Source: an optimization exercise on an open RTL-to-GDS flow (aim: small area, a short achievable clock period and few clock cycles per item). Production flows keep margins and buffers that such runs may drop.
Only simulation tests tie the RTL to the original design; equivalence was not proved.

==> run a <==
==> flow/design.v <==
module lz77_enc (
    input  wire        clk,
    input  wire        rst,             
    input  wire [6:0]  cfg_window,      
    input  wire [5:0]  cfg_lookahead,   
    input  wire        in_valid,
    output wire        in_ready,
    input  wire [7:0]  in_data,
    input  wire        in_last,         
    output wire        out_valid,
    input  wire        out_ready,
    output wire [15:0] out_offset,
    output wire [15:0] out_length,
    output wire [7:0]  out_literal,
    output wire        out_last         
);
    localparam N    = 64;               
    localparam RING = 8;                
    localparam RW   = 3;                
    reg        a_valid;
    reg  [7:0] a_data;
    reg        a_last;
    reg        s_valid;                 
    reg  [7:0] s_data;                  
    reg        s_last;
    reg        msg_start;               
    reg  [6:0] win;                     
    reg  [5:0] look;                    
    reg        rdy;                     
    assign in_ready = rdy;
    wire   in_fire  = in_valid && rdy;
    reg  [7:0]    hist [1:N];           
    reg  [RW-1:0] rot;                  
    reg  [N:1]    m;                    
    reg  [5:0]    t;                    
    reg           t0;                   
    reg  [6:0]    lim;                  
    reg        e0_v;
    reg  [6:0] e0_off;
    reg  [5:0] e0_len;
    reg  [7:0] e0_lit;
    reg        e0_last;
    wire room    = !e0_v || out_ready;
    wire aligned = (rot == {RW{1'b0}}) || (lim == 7'd0);
    wire go      = a_valid && room && aligned;
    wire a_free  = !a_valid || go;      
    wire [N:1] eq;
    wire [N:1] init;
    wire [7:0] lq_gt, lq_eq, lr_gt;
    genvar d;
    generate
        for (d = 0; d < 8; d = d + 1) begin : g_lim
            assign lq_gt[d] = (lim[5:3] > d);
            assign lq_eq[d] = (lim[5:3] == d);
            assign lr_gt[d] = (lim[2:0] > d);
        end
        for (d = 1; d <= N; d = d + 1) begin : g_cmp
            assign eq[d]   = (hist[d] == a_data);
            assign init[d] = lim[6] || lq_gt[(d-1)/8] || (lq_eq[(d-1)/8] && lr_gt[(d-1)%8]);
        end
    endgenerate
    wire [N:1] m_eff   = t0 ? init : m;
    wire [N:1] e       = m_eff & eq;
    wire       any     = |e;
    wire       cap_hit = (t == look);
    wire       lit     = a_last || cap_hit || !any;
    wire [N:1] m_next  = m_eff & (eq | {N{!go}});
    reg  [6:0] pe;
    integer i;
    always @(*) begin
        pe = 7'd0;
        for (i = 1; i <= N; i = i + 1)
            if (m[i]) pe = i;
    end
    wire [6:0] p_off = t0 ? 7'd0 : pe;
    wire push = go && lit;
    assign out_valid   = e0_v;
    assign out_offset  = {9'd0, e0_off};
    assign out_length  = {10'd0, e0_len};
    assign out_literal = e0_lit;
    assign out_last    = e0_last;
    wire          s_valid_next = a_free ? 1'b0 : (s_valid || in_fire);
    wire [6:0]    lim_next     = go ? (a_last ? 7'd0 : (lim == win ? lim : lim + 7'd1)) : lim;
    wire [RW-1:0] rot_next     = go ? {RW{1'b0}} : rot + 1'b1;
    integer k;
    always @(posedge clk) begin
        if (a_free)
            a_data <= s_valid ? s_data : in_data;
        if (!a_free && rdy) begin
            s_data <= in_data;
            s_last <= in_last;
        end
        for (k = 2; k <= N; k = k + 1)
            if ((k - 1) % RING != 0)
                hist[k] <= hist[k-1];
            else
                hist[k] <= go ? hist[k-1] : hist[k+RING-1];
        hist[1] <= go ? a_data : hist[RING];
        m <= m_next;
        if (room) begin
            e0_off  <= p_off;
            e0_len  <= t;
            e0_lit  <= a_data;
            e0_last <= a_last;
        end
    end
    always @(posedge clk) begin
        if (rst) begin
            a_valid   <= 1'b0;
            a_last    <= 1'b0;
            s_valid   <= 1'b0;
            msg_start <= 1'b1;
            win       <= 7'd1;
            look      <= 6'd1;
            rdy       <= 1'b1;
            rot       <= {RW{1'b0}};
            t         <= 6'd0;
            t0        <= 1'b1;
            lim       <= 7'd0;
            e0_v      <= 1'b0;
        end else begin
            if (a_free) begin
                a_valid <= s_valid || in_fire;
                a_last  <= s_valid ? s_last : in_last;
            end
            s_valid <= s_valid_next;
            if (in_fire) begin
                msg_start <= in_last;
                if (msg_start) begin
                    win  <= cfg_window;
                    look <= cfg_lookahead;
                end
            end
            if (go) begin
                t  <= lit ? 6'd0 : t + 6'd1;
                t0 <= lit;
            end
            lim  <= lim_next;
            rot  <= rot_next;
            if (room)
                e0_v <= push;
            rdy  <= !s_valid_next;
        end
    end
endmodule
==> flow/flow/run.sh <==
#!/bin/bash
set -euo pipefail
bash standard.sh SETUP_SLACK_MARGIN=6.8 "BUFFER_PORTS_ARGS=-buffer_cell sky130_fd_sc_hd__buf_2" finish > make_finish.log 2>&1
==> flow/standard.sh <==
#!/bin/bash
# synth_recipe.tcl (not shown) runs the flow's synth.tcl, then flattens the netlist and writes it again
# the make line also repeats each setting of config.mk as NAME=value (left out here)
make -C /OpenROAD-flow-scripts/flow DESIGN_CONFIG=/design/flow/config.mk WORK_HOME=/design/flow/orfs CLKGATE_MAP_FILE= SYNTH_SCRIPT=/design/flow/synth_recipe.tcl "${@:-finish}"
==> flow/config.mk <==
export PLATFORM = sky130hd
export DESIGN_NAME = lz77_enc
export DESIGN_NICKNAME = lz77_enc
export VERILOG_FILES = /design/flow/design.v
export SDC_FILE = /design/flow/constraint.sdc
export NUM_CORES = 4
export LEC_CHECK = 0
export ABC_CLOCK_PERIOD_IN_PS = 2500
export CAP_MARGIN = 20
export CORE_MARGIN = 2
export CORE_UTILIZATION = 55
export CTS_CLUSTER_DIAMETER = 80
export CTS_CLUSTER_SIZE = 25
export SLEW_MARGIN = 20
==> flow/constraint.sdc <==
create_clock -name core_clock -period 10.0 [get_ports {clk}]
set_input_delay 2.0000 -clock core_clock [delete_from_list [all_inputs] [get_ports {clk}]]
set_output_delay 2.0000 -clock core_clock [all_outputs]
set_load 0.01 [all_outputs]
==> run b (differences from run a) <==
==> flow/design.v (replaced) <==
module lz77_enc (
    input  wire        clk,
    input  wire        rst,             
    input  wire [6:0]  cfg_window,      
    input  wire [5:0]  cfg_lookahead,   
    input  wire        in_valid,
    output wire        in_ready,
    input  wire [7:0]  in_data,
    input  wire        in_last,         
    output wire        out_valid,
    input  wire        out_ready,
    output wire [15:0] out_offset,
    output wire [15:0] out_length,
    output wire [7:0]  out_literal,
    output wire        out_last         
);
    localparam N = 64;                  
    reg        a_valid;
    reg  [7:0] a_data;
    reg        a_last;
    reg        msg_start;               
    reg  [6:0] win;                     
    reg  [5:0] look;                    
    reg        rdy;                     
    assign in_ready = rdy;
    wire   in_fire  = in_valid && rdy;
    reg  [7:0] hist [1:N];              
    reg  [N:1] m;                       
    reg  [5:0] t;                       
    reg        t0;                      
    reg  [6:0] lim;                     
    reg        e0_v, e1_v;
    reg  [6:0] e0_off, e1_off;
    reg  [5:0] e0_len, e1_len;
    reg  [7:0] e0_lit, e1_lit;
    reg        e0_last, e1_last;
    wire go = a_valid && !e1_v;         
    wire [N:1] eq;
    wire [N:1] init;
    genvar d;
    generate
        for (d = 1; d <= N; d = d + 1) begin : g_cmp
            assign eq[d]   = (hist[d] == a_data);
            assign init[d] = (lim >= d);
        end
    endgenerate
    wire [N:1] m_eff = t0 ? init : m;
    wire [N:1] e     = m_eff & eq;
    wire       any   = |e;
    wire       cap_hit = (t == look);
    wire       lit   = a_last || cap_hit || !any;
    wire [N:1] m_next = m_eff & (eq | {N{!go}});
    reg  [6:0] pe;
    integer i;
    always @(*) begin
        pe = 7'd0;
        for (i = 1; i <= N; i = i + 1)
            if (m[i]) pe = i;
    end
    wire [6:0] p_off = t0 ? 7'd0 : pe;
    wire push = go && lit;
    wire pop  = e0_v && out_ready;
    assign out_valid   = e0_v;
    assign out_offset  = {9'd0, e0_off};
    assign out_length  = {10'd0, e0_len};
    assign out_literal = e0_lit;
    assign out_last    = e0_last;
    wire e1_v_next = e1_v ? !pop : (push && e0_v && !pop);
    integer k;
    always @(posedge clk) begin
        if (!e1_v)
            a_data <= in_data;
        if (go) begin
            hist[1] <= a_data;
            for (k = 2; k <= N; k = k + 1)
                hist[k] <= hist[k-1];
        end
        m <= m_next;
        if (!e0_v || pop) begin
            if (e1_v) begin
                e0_off  <= e1_off;
                e0_len  <= e1_len;
                e0_lit  <= e1_lit;
                e0_last <= e1_last;
            end else begin
                e0_off  <= p_off;
                e0_len  <= t;
                e0_lit  <= a_data;
                e0_last <= a_last;
            end
        end
        if (!e1_v) begin
            e1_off  <= p_off;
            e1_len  <= t;
            e1_lit  <= a_data;
            e1_last <= a_last;
        end
    end
    always @(posedge clk) begin
        if (rst) begin
            a_valid   <= 1'b0;
            a_last    <= 1'b0;
            msg_start <= 1'b1;
            win       <= 7'd1;
            look      <= 6'd1;
            rdy       <= 1'b1;
            t         <= 6'd0;
            t0        <= 1'b1;
            lim       <= 7'd0;
            e0_v      <= 1'b0;
            e1_v      <= 1'b0;
        end else begin
            if (!e1_v) begin
                a_valid <= in_valid;
                a_last  <= in_last;
            end
            if (in_fire) begin
                msg_start <= in_last;
                if (msg_start) begin
                    win  <= cfg_window;
                    look <= cfg_lookahead;
                end
            end
            if (go) begin
                t   <= lit ? 6'd0 : t + 6'd1;
                t0  <= lit;
                lim <= a_last ? 7'd0 : (lim == win ? lim : lim + 7'd1);
            end
            if (!e0_v || pop)
                e0_v <= e1_v || push;
            e1_v <= e1_v_next;
            rdy  <= !e1_v_next;
        end
    end
endmodule
==> flow/run.sh (new file) <==
#!/bin/bash
# synth_recipe.tcl (not shown) runs the flow's synth.tcl, then flattens the netlist and writes it again
# the make line also repeats each setting of config.mk as NAME=value (left out here)
make -C /OpenROAD-flow-scripts/flow DESIGN_CONFIG=/design/flow/config.mk WORK_HOME=/design/flow/orfs CLKGATE_MAP_FILE= SYNTH_SCRIPT=/design/flow/synth_recipe.tcl finish
CORE_UTILIZATION = 40   (was 55)
CTS_CLUSTER_DIAMETER = unset   (was 80)
CTS_CLUSTER_SIZE = unset   (was 25)
SETUP_SLACK_MARGIN = 5   (was unset)
removed: flow/flow/run.sh
removed: flow/standard.sh
==> results_dict.tcl <==
set metrics [dict create \
    clock_buffers 39 \
    status "complete, no violations" \
    nMultiInputCombCells 1488 \
    viasPerCell 5.669 \
]
the above is filed under run a

==> results_dict.tcl <==
set metrics [dict create \
    synth_seq_cells 661 \
    clock_buffers 94 \
    fill_cells 6111 \
    status "complete, no violations" \
    viasPerCell 5.361 \
    crit_buf_inv 4 \
    nMultiInputCombCells 1314 \
    ys_seq_area_share_pct 65.52 \
]
the above is filed under run b

Testbench counts of run a, summed over its fixed seeds: cycles 35,415, bytes 35,399.
Testbench counts of run b, summed over its fixed seeds: cycles 35,415, bytes 35,399.

-- port drivers added, routing unchanged --
How much do the figures lean on ideal ports? The routed layouts below were timed once more, with nothing changed but the port constraints. Step 1 assumes that a clkbuf_16 drives the clock port and a buf_2 every other input. Step 2 moves the port delays by t, midway between the first and last clock arrival at a register: inputs arrive t later, outputs are due t later. That takes back most of the time a late clock gives input paths. a / b / c = ideal / step 1 / step 2; a / b = the first two.
run | t (ns) | setup slack, ns | hold WS [ns] | worst setup path after step 2
run a | 0.631 | 6.794 / 6.735 / 6.341 | 0.359 / 0.359 / 0.359 | input to register
run b | 0.661 | 5.832 / 5.832 / 5.832 | 0.449 / 0.449 / 0.449 | register to register
After both steps setup and hold are still met in every run listed. The setup slack of run a, which loses most, moves by -0.059 ns with the drivers and by -0.453 ns with both steps.
